From an optimization exercise on the open Yosys and OpenROAD flow, aimed at small area, a short achievable clock period and few clock cycles per item; shortcuts taken in it are not production practice. No functional check of the RTL was part of this run. Power figures rest on the tool's default switching activity, not on a simulated workload.

<file path="design/flow/design.v">
module tremcore (
  input             clk,
  input             rst,         
  input             cmd_valid,
  input      [31:0] cmd_data,
  output            cmd_ready,
  output            out_valid,
  input             out_ready,
  output     [31:0] out_data,
  output     [31:0] status,
  output            idle
);
  localparam [31:0] C_ZERO   = 32'h00000000;
  localparam [31:0] C_ONE    = 32'h3F800000;
  localparam [31:0] C_HALF   = 32'h3F000000;
  localparam [31:0] C_SMOOTH = 32'h3DCCCCCD;
  localparam [31:0] FREQ_MIN = 32'h34000000;
  localparam [1:0] UNBUILT = 2'd0, INACTIVE = 2'd1, ACTIVE = 2'd2;
  localparam [2:0] P_HDR = 3'd0, P_W1 = 3'd1, P_W2 = 3'd2, P_W3 = 3'd3,
                   P_SMP = 3'd4, P_DISC = 3'd5;
  localparam [2:0] AD_NONE = 3'd0, AD_A = 3'd1, AD_B = 3'd2, AD_GCUR = 3'd3,
                   AD_FACT = 3'd4, AD_AH = 3'd5, AD_BH = 3'd6, AD_MF = 3'd7;
  localparam [2:0] MD_NONE = 3'd0, MD_A = 3'd1, MD_B = 3'd2, MD_C = 3'd3,
                   MD_OUT = 3'd4;
  reg  [1:0]  life;
  reg         mode_sel;
  reg         cfg_err, seq_err, ill_cmd;
  reg  [7:0]  tmask;           
  reg  [23:0] sr_m;            
  reg  signed [11:0] sr_e;     
  reg  [31:0] ph, pinc, gcur, gtgt, fact, ftgt;
  reg  [31:0] a_r, b_r;        
  reg  [31:0] q0, q1;
  reg         q0v, q1v, q0h, q1h;
  reg         rdy_r;
  reg         exp_hdr, lock;
  reg  [1:0]  opl;
  reg  [23:0] nsl;
  wire        take = cmd_valid & rdy_r;
  assign cmd_ready = rdy_r;
  wire [3:0]  c_op  = cmd_data[31:28];
  wire        c_ill = (c_op == 4'h0) || c_op[3] || (cmd_data[27:24] != 4'h0) ||
                      ((c_op != 4'h1) && (c_op != 4'h5) && (cmd_data[23:0] != 24'd0));
  reg  [1:0]  c_nops;
  always @* begin
    case (c_op[2:0])
      3'd1:    c_nops = 2'd1;
      3'd2, 3'd3, 3'd4: c_nops = 2'd2;
      3'd5:    c_nops = 2'd3;
      default: c_nops = 2'd0;
    endcase
  end
  wire        pop;             
  reg         lock_n;
  always @* begin
    lock_n = lock | (take & exp_hdr & c_ill);
  end
  wire [1:0]  qcnt   = {1'b0, q0v} + {1'b0, q1v};
  wire [1:0]  qcnt_n = qcnt + {1'b0, take} - {1'b0, pop};
  always @(posedge clk) begin
    if (pop & q1v) begin
      q0 <= q1; q0h <= q1h;
    end else if (!q0v | pop) begin
      q0 <= cmd_data; q0h <= exp_hdr;
    end
    if ((q0v & ~pop & ~q1v) | (pop & q1v)) begin
      q1 <= cmd_data; q1h <= exp_hdr;
    end
    if (rst) begin
      q0v <= 1'b0; q1v <= 1'b0;
      rdy_r <= 1'b1;
      exp_hdr <= 1'b1; lock <= 1'b0;
      opl <= 2'd0; nsl <= 24'd0;
    end else begin
      case ({pop, take})
        2'b10: begin q0v <= q1v; q1v <= 1'b0; end
        2'b01: begin if (!q0v) q0v <= 1'b1; else q1v <= 1'b1; end
        2'b11: begin q0v <= 1'b1; q1v <= q1v; end
        default: ;
      endcase
      lock  <= lock_n;
      rdy_r <= ~lock_n & (qcnt_n <= 2'd1);
      if (take) begin
        if (exp_hdr) begin
          if (!c_ill) begin
            opl     <= c_nops;
            nsl     <= (c_op == 4'h5) ? cmd_data[23:0] : 24'd0;
            exp_hdr <= (c_nops == 2'd0);
          end
        end else if (opl != 2'd0) begin
          opl     <= opl - 2'd1;
          exp_hdr <= (opl == 2'd1) && (nsl == 24'd0);
        end else begin
          nsl     <= nsl - 24'd1;
          exp_hdr <= (nsl == 24'd1);
        end
      end
    end
  end
  wire [3:0]  h_op  = q0[31:28];
  wire [23:0] h_n   = q0[23:0];
  wire        h_ill = (h_op == 4'h0) || h_op[3] || (q0[27:24] != 4'h0) ||
                      ((h_op != 4'h1) && (h_op != 4'h5) && (h_n != 24'd0));
  wire        m_nan   = (q0[30:23] == 8'hFF) && (q0[22:0] != 0);
  wire        m_sel   = m_nan ? 1'b1 :
                        q0[31] ? 1'b0 :
                        (q0[30:0] < C_HALF[30:0]) ? 1'b0 : 1'b1;
  wire        g_nan   = (q0[30:23] == 8'hFF) && (q0[22:0] != 0);
  wire [31:0] g_clamp = q0[31] ? C_ZERO :
                        (q0[30:0] > C_ONE[30:0]) ? C_ONE : q0;
  wire        f_fin   = (q0[30:23] != 8'hFF);
  wire        f_low   = q0[31] || (q0[30:0] < FREQ_MIN[30:0]);
  wire [31:0] f_san   = f_low ? FREQ_MIN : q0;
  wire        sr_ok   = ~q0[31] && (q0[30:23] != 8'hFF) && (q0[30:0] != 31'd0);
  wire [23:0] sr_m0   = {q0[30:23] != 8'd0, q0[22:0]};
  wire [4:0]  sr_lz;
  tc_lzc32 u_srlz (.x({sr_m0, 8'hFF}), .n(sr_lz));
  reg         hn_ok;
  reg  [7:0]  hn_mask;
  always @* begin
    hn_ok = 1'b1;
    case (h_n)
      24'd1:   hn_mask = 8'h00;
      24'd2:   hn_mask = 8'h80;
      24'd4:   hn_mask = 8'hC0;
      24'd8:   hn_mask = 8'hE0;
      24'd16:  hn_mask = 8'hF0;
      24'd32:  hn_mask = 8'hF8;
      24'd64:  hn_mask = 8'hFC;
      24'd128: hn_mask = 8'hFE;
      24'd256: hn_mask = 8'hFF;
      default: begin hn_mask = 8'hFF; hn_ok = 1'b0; end
    endcase
  end
  reg  [31:0] add_a, add_b, mul_a, mul_b;
  reg  [2:0]  add_d, mul_d;       
  reg  [2:0]  add_dr, mul_dr;     
  wire [31:0] add_y, mul_y;
  tc_fadd2 u_add (.clk(clk), .a(add_a), .b(add_b), .y(add_y));
  tc_fmul2 u_mul (.clk(clk), .a(mul_a), .b(mul_b), .y(mul_y));
  wire        div_busy, div_done;
  wire [31:0] div_q;
  reg         div_start;
  tc_fdiv4 u_div (.clk(clk), .rst(rst), .start(div_start), .a(fact), .mb(sr_m), .eb(sr_e),
                  .busy(div_busy), .done(div_done), .q(div_q));
  function [31:0] halve(input [31:0] v);
    halve = (v[30:0] == 31'd0) ? v : {v[31], v[30:23] - 8'd1, v[22:0]};
  endfunction
  reg  [2:0]  ps;
  reg  [2:0]  op_r;
  reg         refused;
  reg         n_ok;
  reg  [7:0]  n_mask;
  reg  [23:0] gen_left;        
  reg  [31:0] xs;              
  reg         xs_v;
  reg         is_blk;          
  reg         msel_pkt;
  reg         bu_act;
  reg  [3:0]  bu_st;
  reg         bu_div;
  reg         ph_pend;
  reg         gv1, g1_sine;
  reg  [31:0] w_r;
  reg  [31:0] c_r;
  reg         cv;
  reg  [31:0] mff0, mff1, mff2, mff3;
  reg  [1:0]  mf_wp, mf_rp;
  reg  [2:0]  mf_cnt, mf_res;
  reg  [31:0] o0, o1, o2;
  reg         ov0, ov1, ov2;
  reg  [1:0]  out_res;
  wire        allowed_life;
  wire        hdr_wait = ((h_op == 4'h1) || (h_op == 4'h2) || (h_op == 4'h3) || (h_op == 4'h5)) &&
                         (bu_act || div_busy);
  assign allowed_life = (h_op == 4'h1) ? (life == UNBUILT) :
                        ((h_op == 4'h2) || (h_op == 4'h7)) ? (life != UNBUILT) :
                        (life == ACTIVE);
  wire        w2_go  = (ps == P_W2) && q0v && !refused && (op_r != 3'd4);
  wire        bu_go  = w2_go;
  wire        bu_ab  = (op_r == 3'd2);
  wire [3:0]  bu_cur = bu_go ? (bu_ab ? 4'd6 : 4'd0) : bu_st;
  wire        bu_on  = bu_go | bu_act;
  wire        ab_ok  = !bu_on;
  wire        pinc_ok = !div_busy && !bu_on;
  wire [31:0] ph_next;
  tc_phase u_ph (.p(ph), .q(pinc), .y(ph_next));
  wire [7:0]  ph_e  = ph[30:23];
  wire [7:0]  ph_t  = {1'b1, ph[22:16]} >> (3'd6 - ph_e[2:0]);
  wire [7:0]  a256  = (ph_e < 8'd119) ? 8'd0 : ph_t;
  wire [31:0] rom_w;
  tc_sine_rom u_rom (.a(a256 & tmask), .y(rom_w));
  wire        g0_go = (ps == P_SMP) && (gen_left != 24'd0) && ab_ok && !ph_pend &&
                      (mf_res < 3'd4);
  wire        x_av  = is_blk ? q0v : xs_v;
  reg  [31:0] mf_head;
  always @* begin
    case (mf_rp)
      2'd0: mf_head = mff0;
      2'd1: mf_head = mff1;
      2'd2: mf_head = mff2;
      default: mf_head = mff3;
    endcase
  end
  wire        y_go  = (ps == P_SMP) && x_av && (mf_cnt != 3'd0) && !(gv1 && g1_sine) &&
                      (out_res < 2'd3);
  wire [31:0] x_op  = is_blk ? q0 : xs;
  wire        smp_done = (ps == P_SMP) && (gen_left == 24'd0) && (mf_res == 3'd0);
  wire        w_pos = ~w_r[31] && (w_r[30:0] != 31'd0);
  always @* begin
    add_a = a_r; add_b = c_r; add_d = AD_NONE;
    mul_a = x_op; mul_b = mf_head; mul_d = MD_NONE;
    div_start = 1'b0;
    if (bu_on) begin
      case (bu_cur)
        4'd0: begin add_a = gtgt;  add_b = {~gcur[31], gcur[30:0]}; add_d = AD_A; end
        4'd1: begin add_a = ftgt;  add_b = {~fact[31], fact[30:0]}; add_d = AD_B; end
        4'd2: begin mul_a = C_SMOOTH; mul_b = a_r; mul_d = MD_A; end
        4'd3: begin mul_a = C_SMOOTH; mul_b = b_r; mul_d = MD_B; end
        4'd4: begin add_a = gcur;  add_b = a_r; add_d = AD_GCUR; end
        4'd5: begin add_a = fact;  add_b = b_r; add_d = AD_FACT; end
        4'd6: begin add_a = C_ONE; add_b = gcur; add_d = AD_AH; end
        4'd7: begin add_a = C_ONE; add_b = {~gcur[31], gcur[30:0]}; add_d = AD_BH;
                    div_start = bu_div; end
        default: ;
      endcase
    end else begin
      if (cv) begin
        add_a = a_r; add_b = c_r; add_d = AD_MF;
      end else if (gv1 && !g1_sine) begin
        add_a = a_r; add_b = {w_pos ? b_r[31] : ~b_r[31], b_r[30:0]}; add_d = AD_MF;
      end
      if (gv1 && g1_sine) begin
        mul_a = b_r; mul_b = w_r; mul_d = MD_C;
      end else if (y_go) begin
        mul_d = MD_OUT;
      end
    end
  end
  wire        hdr_go = (ps == P_HDR) && q0v && !hdr_wait;
  assign pop = hdr_go || (((ps == P_W1) || (ps == P_W2) || (ps == P_W3) || (ps == P_DISC)) && q0v) ||
               (y_go && is_blk);
  wire        opop = ov0 & out_ready;
  wire        oins = (mul_dr == MD_OUT);
  always @(posedge clk) begin
    if (add_dr == AD_A) a_r <= add_y;
    if (mul_dr == MD_A) a_r <= mul_y;
    if (add_dr == AD_AH) a_r <= halve(add_y);
    if (add_dr == AD_B) b_r <= add_y;
    if (mul_dr == MD_B) b_r <= mul_y;
    if (add_dr == AD_BH) b_r <= halve(add_y);
    if (add_dr == AD_GCUR) gcur <= add_y;
    if (add_dr == AD_FACT) fact <= add_y;
    if (mul_dr == MD_C) c_r <= mul_y;
    if (add_dr == AD_MF) begin
      case (mf_wp)
        2'd0: mff0 <= add_y;
        2'd1: mff1 <= add_y;
        2'd2: mff2 <= add_y;
        default: mff3 <= add_y;
      endcase
    end
    if (div_done && (div_q[30:23] != 8'hFF)) pinc <= div_q;
    if (g0_go) w_r <= rom_w;
    if (opop) begin
      o0 <= ov1 ? o1 : mul_y;
      o1 <= ov2 ? o2 : mul_y;
      o2 <= mul_y;
    end else begin
      if (!ov0) o0 <= mul_y;
      if (!ov1) o1 <= mul_y;
      if (!ov2) o2 <= mul_y;
    end
    if (rst) begin
      ps <= P_HDR;
      life <= UNBUILT;
      mode_sel <= 1'b0;
      cfg_err <= 1'b0; seq_err <= 1'b0; ill_cmd <= 1'b0;
      bu_act <= 1'b0; bu_st <= 4'd0; bu_div <= 1'b0;
      add_dr <= AD_NONE; mul_dr <= MD_NONE;
      ph_pend <= 1'b0; gv1 <= 1'b0; g1_sine <= 1'b0; cv <= 1'b0;
      mf_wp <= 2'd0; mf_rp <= 2'd0; mf_cnt <= 3'd0; mf_res <= 3'd0;
      ov0 <= 1'b0; ov1 <= 1'b0; ov2 <= 1'b0; out_res <= 2'd0;
      xs_v <= 1'b0; is_blk <= 1'b0; gen_left <= 24'd0;
    end else begin
      add_dr <= add_d;
      mul_dr <= mul_d;
      if (bu_go) begin
        bu_act <= 1'b1;
        bu_st  <= bu_ab ? 4'd7 : 4'd1;
        bu_div <= !bu_ab;
      end else if (bu_act) begin
        bu_st <= bu_st + 4'd1;
        if (bu_st == 4'd8) bu_act <= 1'b0;
      end
      gv1 <= g0_go;
      if (g0_go) g1_sine <= !msel_pkt;
      cv <= (mul_dr == MD_C);
      if (g0_go) begin
        gen_left <= gen_left - 24'd1;
        if (pinc_ok) ph <= ph_next;
        else         ph_pend <= 1'b1;
      end else if (ph_pend && pinc_ok) begin
        ph <= ph_next;
        ph_pend <= 1'b0;
      end
      if (add_dr == AD_MF) mf_wp <= mf_wp + 2'd1;
      if (y_go) mf_rp <= mf_rp + 2'd1;
      mf_cnt <= mf_cnt + {2'd0, add_dr == AD_MF} - {2'd0, y_go};
      mf_res <= mf_res + {2'd0, g0_go} - {2'd0, y_go};
      if (y_go && !is_blk) xs_v <= 1'b0;
      out_res <= out_res + {1'b0, y_go} - {1'b0, opop};
      if (opop) begin
        ov0 <= ov1 | oins;
        ov1 <= ov2 | (ov1 & oins);
        ov2 <= ov2 & oins;
      end else begin
        ov0 <= ov0 | oins;
        ov1 <= ov1 | (ov0 & oins);
        ov2 <= ov2 | (ov1 & oins);
      end
      case (ps)
        P_HDR: if (hdr_go) begin
          op_r    <= h_op[2:0];
          refused <= !allowed_life;
          n_ok    <= hn_ok;
          n_mask  <= hn_mask;
          gen_left <= (h_op == 4'h5) ? h_n : 24'd0;
          if (h_ill) begin
            ill_cmd <= 1'b1;
          end else if (h_op == 4'h6) begin
            if (allowed_life) life <= INACTIVE;
            else              seq_err <= 1'b1;
          end else if (h_op == 4'h7) begin
            if (allowed_life) life <= UNBUILT;
            else              seq_err <= 1'b1;
          end else begin
            if (!allowed_life) seq_err <= 1'b1;
            ps <= P_W1;
          end
        end
        P_W1: if (q0v) begin
          case (op_r)
            3'd1: begin
              if (!refused) begin
                if (n_ok && sr_ok) begin
                  tmask <= n_mask;
                  sr_m  <= sr_m0 << sr_lz;
                  sr_e  <= $signed({4'd0, (q0[30:23] == 8'd0) ? 8'd1 : q0[30:23]}) -
                           $signed({7'd0, sr_lz});
                  life  <= INACTIVE;
                end else begin
                  cfg_err <= 1'b1;
                end
              end
              ps <= P_HDR;
            end
            3'd2: begin
              if (!refused) begin
                gcur <= g_nan ? C_ONE : g_clamp;
                gtgt <= g_nan ? C_ONE : g_clamp;
              end
              ps <= P_W2;
            end
            3'd4: begin
              xs <= q0;
              ps <= P_W2;
            end
            default: begin    
              if (!refused && !g_nan) gtgt <= g_clamp;
              ps <= P_W2;
            end
          endcase
        end
        P_W2: if (q0v) begin
          case (op_r)
            3'd2: begin
              if (!refused) begin
                fact <= f_fin ? f_san : FREQ_MIN;
                ftgt <= f_fin ? f_san : FREQ_MIN;
                ph   <= C_ZERO;
                pinc <= C_ZERO;
                mode_sel <= 1'b0;
                life <= ACTIVE;
              end
              ps <= P_HDR;
            end
            3'd4: begin
              msel_pkt <= m_sel;
              if (!refused) begin
                mode_sel <= m_sel;
                gen_left <= 24'd1;
                xs_v     <= 1'b1;
                is_blk   <= 1'b0;
                ps <= P_SMP;
              end else begin
                ps <= P_HDR;
              end
            end
            3'd3: begin
              if (!refused && f_fin) ftgt <= f_san;
              ps <= P_HDR;
            end
            default: begin    
              if (!refused && f_fin) ftgt <= f_san;
              ps <= P_W3;
            end
          endcase
        end
        P_W3: if (q0v) begin
          msel_pkt <= m_sel;
          if (gen_left == 24'd0) begin
            ps <= P_HDR;
          end else if (refused) begin
            ps <= P_DISC;
          end else begin
            mode_sel <= m_sel;
            is_blk   <= 1'b1;
            ps <= P_SMP;
          end
        end
        P_SMP: if (smp_done) ps <= P_HDR;
        P_DISC: if (q0v) begin
          gen_left <= gen_left - 24'd1;
          if (gen_left == 24'd1) ps <= P_HDR;
        end
        default: ps <= P_HDR;
      endcase
    end
  end
  assign out_valid = ov0;
  assign out_data  = o0;
  assign status    = {25'd0, ill_cmd, seq_err, cfg_err, 1'b0, mode_sel, life};
  assign idle      = (ps == P_HDR) && !q0v && exp_hdr && !bu_act && !div_busy &&
                     (out_res == 2'd0);
endmodule
module tc_lzc8 (
  input      [7:0] x,
  output reg [3:0] n
);
  always @* begin
    casez (x)
      8'b1???????: n = 4'd0;
      8'b01??????: n = 4'd1;
      8'b001?????: n = 4'd2;
      8'b0001????: n = 4'd3;
      8'b00001???: n = 4'd4;
      8'b000001??: n = 4'd5;
      8'b0000001?: n = 4'd6;
      8'b00000001: n = 4'd7;
      default:     n = 4'd8;
    endcase
  end
endmodule
module tc_lzc32 (
  input  [31:0] x,
  output [4:0]  n
);
  wire [3:0] n3, n2, n1, n0;
  tc_lzc8 u3 (.x(x[31:24]), .n(n3));
  tc_lzc8 u2 (.x(x[23:16]), .n(n2));
  tc_lzc8 u1 (.x(x[15:8]),  .n(n1));
  tc_lzc8 u0 (.x(x[7:0]),   .n(n0));
  assign n = !n3[3] ? {2'd0, n3[2:0]} :
             !n2[3] ? {2'd1, n2[2:0]} :
             !n1[3] ? {2'd2, n1[2:0]} :
                      {2'd3, n0[2:0]};
endmodule
module tc_lzc48 (
  input  [47:0] x,
  output [5:0]  n
);
  wire [3:0] n5, n4, n3, n2, n1, n0;
  tc_lzc8 u5 (.x(x[47:40]), .n(n5));
  tc_lzc8 u4 (.x(x[39:32]), .n(n4));
  tc_lzc8 u3 (.x(x[31:24]), .n(n3));
  tc_lzc8 u2 (.x(x[23:16]), .n(n2));
  tc_lzc8 u1 (.x(x[15:8]),  .n(n1));
  tc_lzc8 u0 (.x(x[7:0]),   .n(n0));
  assign n = !n5[3] ? {3'd0, n5[2:0]} :
             !n4[3] ? {3'd1, n4[2:0]} :
             !n3[3] ? {3'd2, n3[2:0]} :
             !n2[3] ? {3'd3, n2[2:0]} :
             !n1[3] ? {3'd4, n1[2:0]} :
                      {3'd5, n0[2:0]};
endmodule
module tc_round_pack (
  input                s,
  input  signed [11:0] e,
  input         [26:0] m,
  output reg    [31:0] y
);
  reg  [11:0] sh;
  reg  [4:0]  sh5;
  reg  [26:0] ms;
  reg         inc;
  reg  [24:0] mr;
  reg         sub;
  always @* begin
    sub = (e < 12'sd1);
    sh  = 12'd1 - e;
    sh5 = sh[4:0];
    if (!sub) begin
      ms = m;
    end else if (sh >= 12'd27) begin
      ms = {26'd0, |m};
    end else begin
      ms = m >> sh5;
      ms[0] = ms[0] | (|(m & ~({27{1'b1}} << sh5)));
    end
    inc = ms[2] & (ms[1] | ms[0] | ms[3]);
    mr  = {1'b0, ms[26:3]} + {24'd0, inc};
    if (sub) begin
      y = {s, 7'd0, mr[23], mr[22:0]};
    end else if (mr[24]) begin
      if (e >= 12'sd254) y = {s, 8'hFF, 23'd0};
      else               y = {s, e[7:0] + 8'd1, 23'd0};
    end else begin
      if (e >= 12'sd255) y = {s, 8'hFF, 23'd0};
      else               y = {s, e[7:0], mr[22:0]};
    end
  end
endmodule
module tc_fmul2 (
  input         clk,
  input  [31:0] a,
  input  [31:0] b,
  output reg [31:0] y
);
  wire        s      = a[31] ^ b[31];
  wire        a_nan  = (a[30:23] == 8'hFF) && (a[22:0] != 0);
  wire        b_nan  = (b[30:23] == 8'hFF) && (b[22:0] != 0);
  wire        a_inf  = (a[30:23] == 8'hFF) && (a[22:0] == 0);
  wire        b_inf  = (b[30:23] == 8'hFF) && (b[22:0] == 0);
  wire        a_zero = (a[30:0] == 0);
  wire        b_zero = (b[30:0] == 0);
  wire [7:0]  ea = (a[30:23] == 8'd0) ? 8'd1 : a[30:23];
  wire [7:0]  eb = (b[30:23] == 8'd0) ? 8'd1 : b[30:23];
  wire [23:0] ma = {a[30:23] != 8'd0, a[22:0]};
  wire [23:0] mb = {b[30:23] != 8'd0, b[22:0]};
  reg  [47:0] p_r;
  reg  signed [11:0] e_r;
  reg         s_r;
  reg  [1:0]  k_r;    
  always @(posedge clk) begin
    p_r <= ma * mb;
    e_r <= $signed({4'd0, ea}) + $signed({4'd0, eb}) - 12'sd126;
    s_r <= s;
    k_r <= (a_nan || b_nan || (a_inf && b_zero) || (b_inf && a_zero)) ? 2'd1 :
           (a_inf || b_inf) ? 2'd2 :
           (a_zero || b_zero) ? 2'd3 : 2'd0;
  end
  wire [5:0]  lz;
  tc_lzc48 u_lz (.x(p_r), .n(lz));
  wire [47:0] pn = p_r << lz;
  wire [26:0] mn = {pn[47:22], |pn[21:0]};
  wire signed [11:0] en = e_r - $signed({6'd0, lz});
  wire [31:0] rp;
  tc_round_pack u_rp (.s(s_r), .e(en), .m(mn), .y(rp));
  always @* begin
    case (k_r)
      2'd1:    y = 32'h7FC00000;
      2'd2:    y = {s_r, 8'hFF, 23'd0};
      2'd3:    y = {s_r, 31'd0};
      default: y = rp;
    endcase
  end
endmodule
module tc_fadd2 (
  input         clk,
  input  [31:0] a,
  input  [31:0] b,
  output reg [31:0] y
);
  wire        a_nan = (a[30:23] == 8'hFF) && (a[22:0] != 0);
  wire        b_nan = (b[30:23] == 8'hFF) && (b[22:0] != 0);
  wire        a_inf = (a[30:23] == 8'hFF) && (a[22:0] == 0);
  wire        b_inf = (b[30:23] == 8'hFF) && (b[22:0] == 0);
  wire        swap  = (b[30:0] > a[30:0]);
  wire [31:0] x     = swap ? b : a;    
  wire [31:0] z     = swap ? a : b;
  wire [7:0]  ex = (x[30:23] == 8'd0) ? 8'd1 : x[30:23];
  wire [7:0]  ez = (z[30:23] == 8'd0) ? 8'd1 : z[30:23];
  wire [23:0] mx = {x[30:23] != 8'd0, x[22:0]};
  wire [23:0] mz = {z[30:23] != 8'd0, z[22:0]};
  wire [7:0]  d  = ex - ez;
  wire [4:0]  d5 = d[4:0];
  reg  [26:0] zal;
  always @* begin
    if (d >= 8'd27) begin
      zal = {26'd0, |mz};
    end else begin
      zal = {mz, 3'b000} >> d5;
      zal[0] = zal[0] | (|({mz, 3'b000} & ~({27{1'b1}} << d5)));
    end
  end
  wire [27:0] sum = (x[31] == z[31]) ? ({1'b0, mx, 3'b000} + {1'b0, zal})
                                     : ({1'b0, mx, 3'b000} - {1'b0, zal});
  reg  [27:0] sum_r;
  reg  [7:0]  ex_r;
  reg         sx_r, zs_r, is_r;
  reg  [1:0]  k_r;    
  always @(posedge clk) begin
    sum_r <= sum;
    ex_r  <= ex;
    sx_r  <= x[31];
    zs_r  <= a[31] & b[31];
    is_r  <= a_inf ? a[31] : b[31];
    k_r   <= (a_nan || b_nan || (a_inf && b_inf && (a[31] != b[31]))) ? 2'd1 :
             (a_inf || b_inf) ? 2'd2 : 2'd0;
  end
  wire [4:0]  lz;
  tc_lzc32 u_lz (.x({sum_r[26:0], 5'd0}), .n(lz));
  wire [26:0] sl = sum_r[26:0] << lz;
  wire [26:0] mn = sum_r[27] ? {sum_r[27:2], sum_r[1] | sum_r[0]} : sl;
  wire signed [11:0] en = sum_r[27] ? $signed({4'd0, ex_r}) + 12'sd1
                                    : $signed({4'd0, ex_r}) - $signed({7'd0, lz});
  wire [31:0] rp;
  tc_round_pack u_rp (.s(sx_r), .e(en), .m(mn), .y(rp));
  always @* begin
    if (k_r == 2'd1)       y = 32'h7FC00000;
    else if (k_r == 2'd2)  y = {is_r, 8'hFF, 23'd0};
    else if (sum_r == 28'd0) y = {zs_r, 31'd0};    
    else                   y = rp;
  end
endmodule
module tc_phase (
  input  [31:0] p,
  input  [31:0] q,
  output reg [31:0] y
);
  wire [7:0]  epx = (p[30:23] == 8'd0) ? 8'd1 : p[30:23];
  wire [7:0]  eqx = (q[30:23] == 8'd0) ? 8'd1 : q[30:23];
  wire [23:0] mp  = {p[30:23] != 8'd0, p[22:0]};
  wire [23:0] mq  = {q[30:23] != 8'd0, q[22:0]};
  wire        qb  = (eqx >= epx);
  wire [7:0]  eb  = qb ? eqx : epx;
  wire [23:0] mb  = qb ? mq : mp;
  wire [23:0] ms  = qb ? mp : mq;
  wire [7:0]  d   = qb ? (eqx - epx) : (epx - eqx);
  wire [4:0]  d5  = d[4:0];
  reg  [26:0] zal;
  always @* begin
    if (d >= 8'd27) begin
      zal = {26'd0, |ms};
    end else begin
      zal = {ms, 3'b000} >> d5;
      zal[0] = zal[0] | (|({ms, 3'b000} & ~({27{1'b1}} << d5)));
    end
  end
  wire [27:0] sum = {1'b0, mb, 3'b000} + {1'b0, zal};
  wire [26:0] m27 = sum[27] ? {sum[27:2], sum[1] | sum[0]} : sum[26:0];
  wire [8:0]  e1  = sum[27] ? {1'b0, eb} + 9'd1 : {1'b0, eb};
  wire        inc = m27[2] & (m27[1] | m27[0] | m27[3]);
  wire [24:0] mr  = {1'b0, m27[26:3]} + {24'd0, inc};
  wire [23:0] M   = mr[24] ? mr[24:1] : mr[23:0];
  wire [8:0]  E   = mr[24] ? e1 + 9'd1 : e1;
  wire [8:0]  kf   = 9'd150 - E;
  wire [23:0] mask = ~({24{1'b1}} << kf[4:0]);
  wire [23:0] fr   = M & mask;
  wire [4:0]  lz;
  tc_lzc32 u_lz (.x({fr, 8'd0}), .n(lz));
  wire [23:0] frs  = fr << lz;
  always @* begin
    if (E < 9'd127)       y = {1'b0, M[23] ? E[7:0] : 8'd0, M[22:0]};
    else if (E >= 9'd150) y = 32'd0;
    else if (fr == 24'd0) y = 32'd0;
    else                  y = {1'b0, E[7:0] - {3'd0, lz}, frs[22:0]};
  end
endmodule
module tc_fdiv4 (
  input             clk,
  input             rst,
  input             start,
  input      [31:0] a,
  input      [23:0] mb,
  input  signed [11:0] eb,
  output            busy,
  output            done,
  output     [31:0] q
);
  reg  [24:0] rem;
  reg  [23:0] dvs;
  reg  [27:0] quo;
  reg  [2:0]  cnt;
  reg  signed [11:0] eq;
  reg         zero;
  reg         run, fin;
  wire [23:0] ma0 = {a[30:23] != 8'd0, a[22:0]};
  wire [7:0]  ea  = (a[30:23] == 8'd0) ? 8'd1 : a[30:23];
  wire [4:0]  lza;
  tc_lzc32 u_lz (.x({ma0, 8'hFF}), .n(lza));
  reg  [24:0] r;
  reg  [24:0] df;
  reg  [3:0]  qb;
  integer     i;
  always @* begin
    r = rem;
    for (i = 3; i >= 0; i = i - 1) begin
      df = r - {1'b0, dvs};
      qb[i] = ~df[24];
      r = qb[i] ? {df[23:0], 1'b0} : {r[23:0], 1'b0};
    end
  end
  assign busy = run | fin;
  assign done = fin;
  always @(posedge clk) begin
    if (rst) begin
      run <= 1'b0;
      fin <= 1'b0;
    end else begin
      fin <= 1'b0;
      if (run) begin
        rem <= r;
        quo <= {quo[23:0], qb};
        cnt <= cnt - 3'd1;
        if (cnt == 3'd0) begin
          run <= 1'b0;
          fin <= 1'b1;
        end
      end else if (start && !fin) begin
        rem  <= {1'b0, ma0 << lza};
        dvs  <= mb;
        cnt  <= 3'd6;
        eq   <= $signed({4'd0, ea}) - $signed({7'd0, lza}) - eb + 12'sd127;
        zero <= (a[30:0] == 31'd0);
        run  <= 1'b1;
      end
    end
  end
  wire        sticky = (rem != 25'd0);
  wire [26:0] mn = quo[27] ? {quo[27:2], quo[1] | quo[0] | sticky}
                           : {quo[26:1], quo[0] | sticky};
  wire signed [11:0] en = quo[27] ? eq : eq - 12'sd1;
  wire [31:0] rp;
  tc_round_pack u_rp (.s(1'b0), .e(en), .m(mn), .y(rp));
  assign q = zero ? 32'd0 : rp;
endmodule
module tc_sine_rom (
  input      [7:0]  a,
  output     [31:0] y
);
  wire [6:0] j  = a[6:0];
  wire [6:0] jj = (j > 7'd64) ? (7'd0 - j) : j;    
  reg  [30:0] m;
  always @* begin
    case (jj)
      7'd0:  m = 31'h00000000;
      7'd1:  m = 31'h3cc90ab0;
      7'd2:  m = 31'h3d48fb30;
      7'd3:  m = 31'h3d96a905;
      7'd4:  m = 31'h3dc8bd36;
      7'd5:  m = 31'h3dfab273;
      7'd6:  m = 31'h3e164083;
      7'd7:  m = 31'h3e2f10a2;
      7'd8:  m = 31'h3e47c5c2;
      7'd9:  m = 31'h3e605c13;
      7'd10: m = 31'h3e78cfcc;
      7'd11: m = 31'h3e888e93;
      7'd12: m = 31'h3e94a031;
      7'd13: m = 31'h3ea09ae5;
      7'd14: m = 31'h3eac7cd4;
      7'd15: m = 31'h3eb8442a;
      7'd16: m = 31'h3ec3ef15;
      7'd17: m = 31'h3ecf7bca;
      7'd18: m = 31'h3edae880;
      7'd19: m = 31'h3ee63375;
      7'd20: m = 31'h3ef15aea;
      7'd21: m = 31'h3efc5d27;
      7'd22: m = 31'h3f039c3d;
      7'd23: m = 31'h3f08f59b;
      7'd24: m = 31'h3f0e39da;
      7'd25: m = 31'h3f13682a;
      7'd26: m = 31'h3f187fc0;
      7'd27: m = 31'h3f1d7fd1;
      7'd28: m = 31'h3f226799;
      7'd29: m = 31'h3f273656;
      7'd30: m = 31'h3f2beb4a;
      7'd31: m = 31'h3f3085bb;
      7'd32: m = 31'h3f3504f3;
      7'd33: m = 31'h3f396842;
      7'd34: m = 31'h3f3daef9;
      7'd35: m = 31'h3f41d870;
      7'd36: m = 31'h3f45e403;
      7'd37: m = 31'h3f49d112;
      7'd38: m = 31'h3f4d9f02;
      7'd39: m = 31'h3f514d3d;
      7'd40: m = 31'h3f54db31;
      7'd41: m = 31'h3f584853;
      7'd42: m = 31'h3f5b941a;
      7'd43: m = 31'h3f5ebe05;
      7'd44: m = 31'h3f61c598;
      7'd45: m = 31'h3f64aa59;
      7'd46: m = 31'h3f676bd8;
      7'd47: m = 31'h3f6a09a7;
      7'd48: m = 31'h3f6c835e;
      7'd49: m = 31'h3f6ed89e;
      7'd50: m = 31'h3f710908;
      7'd51: m = 31'h3f731447;
      7'd52: m = 31'h3f74fa0b;
      7'd53: m = 31'h3f76ba07;
      7'd54: m = 31'h3f7853f8;
      7'd55: m = 31'h3f79c79d;
      7'd56: m = 31'h3f7b14be;
      7'd57: m = 31'h3f7c3b28;
      7'd58: m = 31'h3f7d3aac;
      7'd59: m = 31'h3f7e1324;
      7'd60: m = 31'h3f7ec46d;
      7'd61: m = 31'h3f7f4e6d;
      7'd62: m = 31'h3f7fb10f;
      7'd63: m = 31'h3f7fec43;
      7'd64: m = 31'h3f800000;
      default: m = 31'h00000000;
    endcase
  end
  assign y = {a[7] & (j != 7'd0), m};
endmodule
</file>
<file path="design/flow/run.sh">
#!/bin/bash
# synth_recipe.tcl (not shown) runs the flow's synth.tcl, then flattens the netlist and writes it again
# the make line also repeats each setting of config.mk as NAME=value (left out here)
make -C /OpenROAD-flow-scripts/flow DESIGN_CONFIG=/design/flow/config.mk WORK_HOME=/design/flow/orfs CLKGATE_MAP_FILE= SYNTH_SCRIPT=/design/flow/synth_recipe.tcl finish
</file>
<file path="design/flow/config.mk">
export PLATFORM = sky130hd
export DESIGN_NAME = tremcore
export DESIGN_NICKNAME = tremcore
export VERILOG_FILES = /design/flow/design.v
export SDC_FILE = /design/flow/constraint.sdc
export NUM_CORES = 4
export LEC_CHECK = 0
export ABC_CLOCK_PERIOD_IN_PS = 10000
export CAP_MARGIN = 20
export CORE_MARGIN = 2
export CORE_UTILIZATION = 40
export PLACE_DENSITY = 0.6
export SLEW_MARGIN = 20
export SYNTH_MEMORY_MAX_BITS = 16384
</file>
<file path="design/flow/constraint.sdc">
create_clock -name core_clock -period 45.0 [get_ports {clk}]
set_input_delay 9.0000 -clock core_clock [delete_from_list [all_inputs] [get_ports {clk}]]
set_output_delay 9.0000 -clock core_clock [all_outputs]
set_load 0.01 [all_outputs]
</file>
==> results.cfg <==
[status]
status = complete, no violations

[worst_setup_path]
cp_num_cells = 81
slowest_stage = a2111oi_0
max_stage_delay_ps = 670
crit_type = register to register
worstSetupEndpointType = register
crit_buf_inv = 5
crit_fanout = 47
critPathArrivalTime_ps = 20710
required_ps = 45540
crit_top_cell = a21o_1
critPathLaunchType = register
r2r_cells = 81
critPathTopFamily = compound AO/OA/AOI/OAI gates

[drt]
drtIter0Drc = 13400
dr_total_vias = 101000
finalWirelength_um = 399000
wire_per_inst_um = 24.5
vias_per_cell = 6.21
drcViolationCount = 0
drtPass1Iterations = 14
antenna_left = 0

[yosys]
yosys.area.top_type_share_pct = 17.7
synth_ff_type = edfxtp_1
ys_seq_area_share_pct = 24.6
synth_edf_count = 622
syn_area_per_cell_um2 = 8.10
ys_top_cells_by_area = edfxtp_1, fa_1, dfxtp_1
yosys_warnings = 8
syn_inst = 13000
ys_seq_elements = 984
yosys.area.top_type = edfxtp_1
yosysUniqueCellTypes = 137
async_flop_share_pct = 0
netlist_area_um2 = 105000

[cts]
clock-sinks = 984
cts_resized = 0
cts_hold_buf = 0
path_clk_slew_ps = 60
cts-root-buf = clkbuf_16
htree_levels = 3
cts_tree = built
cts_buffer_depth = 3
clkLatencyLatePin_ps = 810
post_cts_buffers = 0
cts_made_buffers = 108

[die]
rows = 188
die_w_um = 518
dieArea_um2 = 268000
core_um2 = 262000
ios = 103
die_y_um = 518
start_util_pct = 40.2

[global_route]
grt_max_degree = 83
antenna_found_initial = 17
grt_pass1_wl_um = 599000
track_usage_pct = 28.6
grt_remaining_overflow = 0
grt_pass1_vias = 94000

[finish]
n_fill_cell = 26400
most-common-layout-cells = nand2_1, nor2_1, inv_1
nNetsFinal = 13700
largest_register = u_mul.p_r
drive_above_1_share_pct = 8.01
largest_register_ffs = 48
post-route-util_pct = 43.4
area_growth_pct = 7.82
layout_commonest_cell = nand2_1
fin_cells = 16300

[pwr]
clkPwrFrac_pct = 38.9
p_sw_share_pct = 31.1
power_frac_seq_pct = 41.7
total_power_mw = 2.43
internal_power_mw = 1.67
combPwrFrac_pct = 19.4
peakVddDrop_mv = 0.0329
p_sw_mw = 0.754
leakage_nw = 46.2
powerDensity_nw_per_um2 = 21.3

[placement]
dp.cells = 16100
gp_congestion = 1.00
dp_hpwl_um = 296000
port-buffer-count = 76

[sta]
fin_worst_skew_ps = 121
finalHoldViolCount = 0
setup_viol = 0
min_period_ps = 20170
slew_headroom_pct = 14.4
min_period_over_period_pct = 44.8
fin_setup_tns_ps = 0
max_freq_mhz = 49.6
drv_slew = 0
grt_setup_unrepaired = false
worst_pin_slew_ps = 1270

[min_path]
hold_depth = 0
hold_class = register to register

[flow_run]
drv_cap = 0
per-layer routing:
metal  vias to the layer above  share of wire [%]  global-route usage, %  wire (µm)
met2                      5630                 41                   41.6     165000
li1                      46100                  -                      -          -
met3                       939                 12                   7.12      46800
met4                        16                4.3                   10.4      17200
met1                     48400                 42                   40.5     169000
met5                         -              0.024                      0         96
power by group through the flow:
stage / Clock, mW / Combinational, mW / Sequential (mW)
finish: 0.945 / 0.470 / 1.01
global route: 0.985 / 0.505 / 1.01
CTS: 0.953 / 0.455 / 1.01
detailed placement: 0 / 0.452 / 1.03
global placement: 0 / 0.454 / 1.03
floorplan: 0 / 0.327 / 1.01
cells by family after synthesis:
kind of cell	share of synthesized area, %
AO/OA/AOI/OAI	21.9
XOR/XNOR	3.15
adder cells (fa/ha/maj)	15.9
buffers and inverters	6.79
flip-flops	24.6
multiplexers	7.66
other	0.00355
AND/OR/NAND/NOR	20.0
metrics by stage:
| step | setup slack, ps | hold WS (ps) | cell area (µm²) |
|---|---|---|---|
| after floorplan | 28130 | 400 | 106000 |
| after global placement | 25050 | 402 | 110000 |
| after detailed placement | 25170 | 405 | 110000 |
| after CTS | 24960 | 418 | 114000 |
| after global routing | 23260 | 424 | 114000 |
| final | 24830 | 417 | 114000 |
synthesized netlist by cell type (all sizes together), types with 33 or more instances:
master,instances
and2,168
nor4,110
a31oi,127
xor2,134
or2,78
o31ai,98
o21bai,57
o22ai,108
a221o,36
o21a,65
nor2b,96
a311oi,33
mux2,183
nand2b,102
a21oi,911
o211ai,172
a21boi,37
a21o,129
a2111oi,38
dfxtp,362
a22oi,73
mux2i,490
nand2,1699
nand3,332
xnor2,246
buf,201
a222oi,101
a211oi,160
a221oi,105
nand4,74
nor2,1319
edfxtp,622
clkbuf,662
or4,57
mux4,49
o221ai,52
fa,498
nor3,309
ha,540
and3,67
or3,85
inv,938
o21ai,731
worst paths after layout:
kind                                         startpoint                      end  slack [ps]
worst min register to register  n_mask[4]$_SDFFCE_PP1P_       tmask[4]$_DFFE_PP_         420
worst min-delay path            n_mask[4]$_SDFFCE_PP1P_       tmask[4]$_DFFE_PP_         420
worst max-delay path             u_div.dvs[0]$_DFFE_PP_  u_div.rem[14]$_DFFE_PP_       24830
worst max register to register   u_div.dvs[0]$_DFFE_PP_  u_div.rem[14]$_DFFE_PP_       24830
area by class of cell:
cell class                      instances  area (µm²)  area share (%)
Clock inverter                         71         832           0.731
Timing Repair Buffer                  369        2970            2.61
Multi-Input combinational cell      10200       73100            64.3
Antenna cell                            1        2.50         0.00220
Clock buffer                          134        2880            2.53
Tap cell                             3515        4400            3.87
Sequential cell                       984       25900            22.8
Inverter                              954        3590            3.15
worst reg2reg max path: cells and delay by family, from the launching register on:
kind	cells	cell delay, ps
compound gates	55	13150
mux	3	990
simple gates	9	1210
buf+inv	5	1520
flops	1	590
fa+ha+maj	5	1630
xor+xnor	4	820

[what the ideal ports hide]
The results above use ideal ports. As a check the final layout listed here was re-extracted and re-timed, cells and wires unchanged.
Step 1 sets driving cells, clkbuf_16 on the clock port and buf_2 on the other inputs (assumed; they add their load-dependent delay and slew).
Step 2 moves the port delays by t, midway between the first and last clock arrival at a register: inputs arrive t later, outputs are due t later. That takes back most of the time a late clock gives input paths.
Three values: no drivers, after step 1, after step 2; two values: the first two.
shift t [ns]: 0.838
setup slack, ns: 24.826 / 24.826 / 24.826
clock arrival spread, ns: 0.124 / 0.123
worst data-port slew with drivers (ns): 0.06
After both steps this run still meets setup and hold. For this run, drivers alone change the setup slack by 0.000 ns; drivers and shift together by 0.000 ns.
